This design comes from an exercise in tuning for small area, a short achievable clock period and few clock cycles on the open sky130 flow, not from production work. Where RTL was checked, it was by simulation tests only, not by an equivalence proof against the original. Power figures rest on the tool's default switching activity, not on a simulated workload.

## lwc_spe
module lwc_spe (
    input  wire       clk,
    input  wire       rst,             
    input  wire       req_valid,
    output wire       req_ready,
    input  wire [1:0] req_op,          
    input  wire [7:0] req_in_len,
    input  wire [7:0] req_key_len,
    input  wire [7:0] req_ad_len,
    input  wire [7:0] req_nonce_len,   
    output reg  [1:0] buf_sel,         
    output reg  [7:0] buf_addr,
    input  wire [7:0] buf_data,
    output wire       res_valid,
    input  wire       res_ready,
    output wire [7:0] res_data,
    output wire       rsp_valid,
    input  wire       rsp_ready,
    output reg        rsp_ok,
    output reg  [3:0] rsp_err_class,
    output reg  [3:0] rsp_err_stage,
    output reg  [7:0] rsp_err_code,
    output wire       rsp_err_known,
    output reg        rsp_trace_valid,
    output reg        rsp_flags_valid,
    output reg        rsp_key_is_done,
    output reg        rsp_input_min_len,
    output wire       tx_valid,
    input  wire       tx_ready,
    output reg  [7:0] tx_data,
    output wire       tx_last,
    output wire       link_flush,
    input  wire       rx_valid,
    output wire       rx_ready,
    input  wire [7:0] rx_data,
    input  wire       rx_last,
    input  wire       rx_empty,        
    output wire       inst_arm,
    output wire       cap_req,
    input  wire       cap_done,
    input  wire       cap_timeout,
    output wire       inst_trace,
    output wire       ent_req,
    input  wire [7:0] ent_data
);
==> flow/config.mk <==
export PLATFORM = sky130hd
export DESIGN_NAME = lwc_spe
export DESIGN_NICKNAME = lwc_spe
export VERILOG_FILES = /design/flow/design.v
export SDC_FILE = /design/flow/constraint.sdc
export NUM_CORES = 4
export LEC_CHECK = 0
export CAP_MARGIN = 20
export CORE_MARGIN = 2
export CORE_UTILIZATION = 65
export CTS_CLUSTER_DIAMETER = 50
export CTS_CLUSTER_SIZE = 25
export SETUP_SLACK_MARGIN = 4.3
export SLEW_MARGIN = 20
==> flow/constraint.sdc <==
create_clock -name core_clock -period 7.0 [get_ports {clk}]
set_input_delay 1.4000 -clock core_clock [delete_from_list [all_inputs] [get_ports {clk}]]
set_output_delay 1.4000 -clock core_clock [all_outputs]
set_load 0.01 [all_outputs]
standard.sh (not shown) runs the stock make flow with config.mk's settings and CLKGATE_MAP_FILE= SYNTH_SCRIPT=/design/flow/synth_recipe.tcl, a recipe that flattens the netlist after the stock synthesis.
==> flow/flow/run.sh <==
#!/bin/bash
# The standard layout, with two changes to how the ports are buffered: each port
# gets a sky130_fd_sc_hd__buf_2 instead of the smallest buffer, and timing repair
# may resize cells across footprints. Every tool's output goes to flow_make.log
# here (and ORFS's own per-step logs under orfs/logs/).
set -euo pipefail
bash standard.sh MATCH_CELL_FOOTPRINT=0 \
    "BUFFER_PORTS_ARGS=-buffer_cell sky130_fd_sc_hd__buf_2" finish > flow_make.log 2>&1
Testbench counts at the start, summed over its fixed seeds: cycles 73,899.
Change:
--- a/flow/config.mk
+++ b/flow/config.mk
@@ -10 +10 @@
-export CORE_UTILIZATION = 65
+export CORE_UTILIZATION = 72
@@ -13 +13,2 @@
-export SETUP_SLACK_MARGIN = 4.3
+export PLACE_DENSITY = 0.78
+export SETUP_SLACK_MARGIN = 4.4
After rerunning:
- power came out higher slightly
- wire length came out higher by a quarter to a third
- global-route usage came out higher by 10 points
- worst setup slack degrades by 0.094 ns
- final cell count came out lower by a few percent
- fmax came out lower by a few percent
- via count came out higher by roughly a tenth
- area after synthesis is unchanged
- combinational power came out higher by about a fifth
- final area stays flat
Change:
--- a/flow/config.mk
+++ b/flow/config.mk
@@ -10 +10 @@
-export CORE_UTILIZATION = 72
+export CORE_UTILIZATION = 65
@@ -13,2 +13,2 @@
-export PLACE_DENSITY = 0.78
-export SETUP_SLACK_MARGIN = 4.4
+export PLACE_DENSITY = 0.72
+export SETUP_SLACK_MARGIN = 4.3
What happened: The new run passed the timing, DRC and antenna checks; die area came out higher by roughly a tenth; critical path depth came out lower by 7; first-iteration DRC count came out lower by well over a third; setup slack gets better by 0.10 ns.
Change:
--- a/flow/config.mk
+++ b/flow/config.mk
@@ -13,2 +13 @@
-export PLACE_DENSITY = 0.72
-export SETUP_SLACK_MARGIN = 4.3
+export SETUP_SLACK_MARGIN = 4.4
- clock-buffer cell count grows by 8
- worst hold slack improves by 0.0056 ns
- setup slack is worse by 0.010 ns

---

Another version of the RTL of lwc_spe (not shown whole).
For scale: roughly 2300 cells after synthesis, about 1200 flip-flops, roughly 130 I/O pins, about 0.043 mm2 of cells after synthesis.
clock: 7.0 ns
lec_check: 0
cap_margin: 20
core_margin: 2
core_utilization: 65
setup_slack_margin: 4.5
slew_margin: 20
Scripts as last shown in full above: flow/flow/run.sh
Rerun with:
CORE_UTILIZATION = 40   (was 65)
Power is about the same.
Clock-buffer cell count rose by 8.
Hold slack is about the same.
Core utilization fell by 29 points.
Worst setup slack is worse by 24 ps.
Global-route usage fell by 11 points.
Die area rose by 61%.
Area after synthesis stays the same.
Design area rose by 1.4%.
No run of this note included a check of the RTL's function; only the layout flow was run.

---

== delta ==
lwc_spe, a different RTL version from the one above (not shown whole).
Size in the first run: ~2400 cells after synthesis.
Settings: LEC_CHECK=0, CAP_MARGIN=20, CORE_MARGIN=2, CORE_UTILIZATION=40, SETUP_SLACK_MARGIN=4.0, SLEW_MARGIN=20; clock period 7.0 ns.
run.sh (not shown) runs the stock make flow with config.mk's settings and CLKGATE_MAP_FILE= SYNTH_SCRIPT=/design/flow/synth_recipe.tcl, a recipe that flattens the netlist after the stock synthesis.
Stock flow here: none of the scripts above is used.
## Diff of input files: pepper against delta
# delta
export LEC_CHECK = 0
export CAP_MARGIN = 20
export CORE_MARGIN = 2
export CORE_UTILIZATION = 40
export SETUP_SLACK_MARGIN = 4.0
export SLEW_MARGIN = 20
create_clock -name core_clock -period 7.0 [get_ports {clk}]
# pepper
export LEC_CHECK = 0
export CAP_MARGIN = 20
export CORE_MARGIN = 2
export CORE_UTILIZATION = 40
export SLEW_MARGIN = 20
create_clock -name core_clock -period 7.0 [get_ports {clk}]
[summary]
- Re register share of total power: pepper is 2.9 points up on delta.
- Sort pepper and delta by routability congestion estimate from global placement asc -> top: delta
- Of pepper and delta, the run reporting the lower total half-perimeter wirelength after legalization and detailed placement was delta.
- Changes observed in pepper relative to delta: global-route usage was more or less identical, total wire length moved down, combinational power moved down, fmax fell about 24%.
- pepper ends up with lower total chip power than delta does.
Function was not checked in any run of this note: the RTL went through the layout flow alone.

afterwards: timing with drivers on the ports:
In the flow no input, the clock included, has a driving cell. The finished layouts below were timed again as built, in two steps. Step 1, drivers: a clkbuf_16 drives clk and a buf_2 each remaining input, both assumed. Step 2 moves the port delays by t, midway between the first and last clock arrival at a register: inputs arrive t later, outputs are due t later. That takes back most of the time a late clock gives input paths. Slacks: no drivers / after step 1 / after step 2; pairs: no drivers / after step 1.
run	t, ns	slack for setup (ns)	worst setup path at the end	slew at the worst register clock pin (ns)
the first run of note 1	0.723	4.261 / 4.212 / 3.548	input to register	0.10 / 0.10
the second run of note 1	0.730	4.167 / 4.167 / 3.593	input to register	0.14 / 0.14
the third run of note 1	0.724	4.269 / 4.201 / 3.596	input to register	0.11 / 0.11
the fourth run of note 1	0.711	4.258 / 4.195 / 3.608	input to register	0.09 / 0.09
the first run of note 2	0.742	4.235 / 4.209 / 3.496	input to register	0.08 / 0.08
the second run of note 2	0.750	4.210 / 4.187 / 3.463	input to register	0.07 / 0.07
delta	0.757	3.889 / 3.889 / 3.267	input to register	0.07 / 0.07
pepper	0.758	2.927 / 2.927 / 2.363	input to register	0.07 / 0.07
After both steps setup and hold are still met in every run listed. The setup slack of the second run of note 2, which loses most, moves by -0.023 ns with the drivers and by -0.747 ns with both steps.
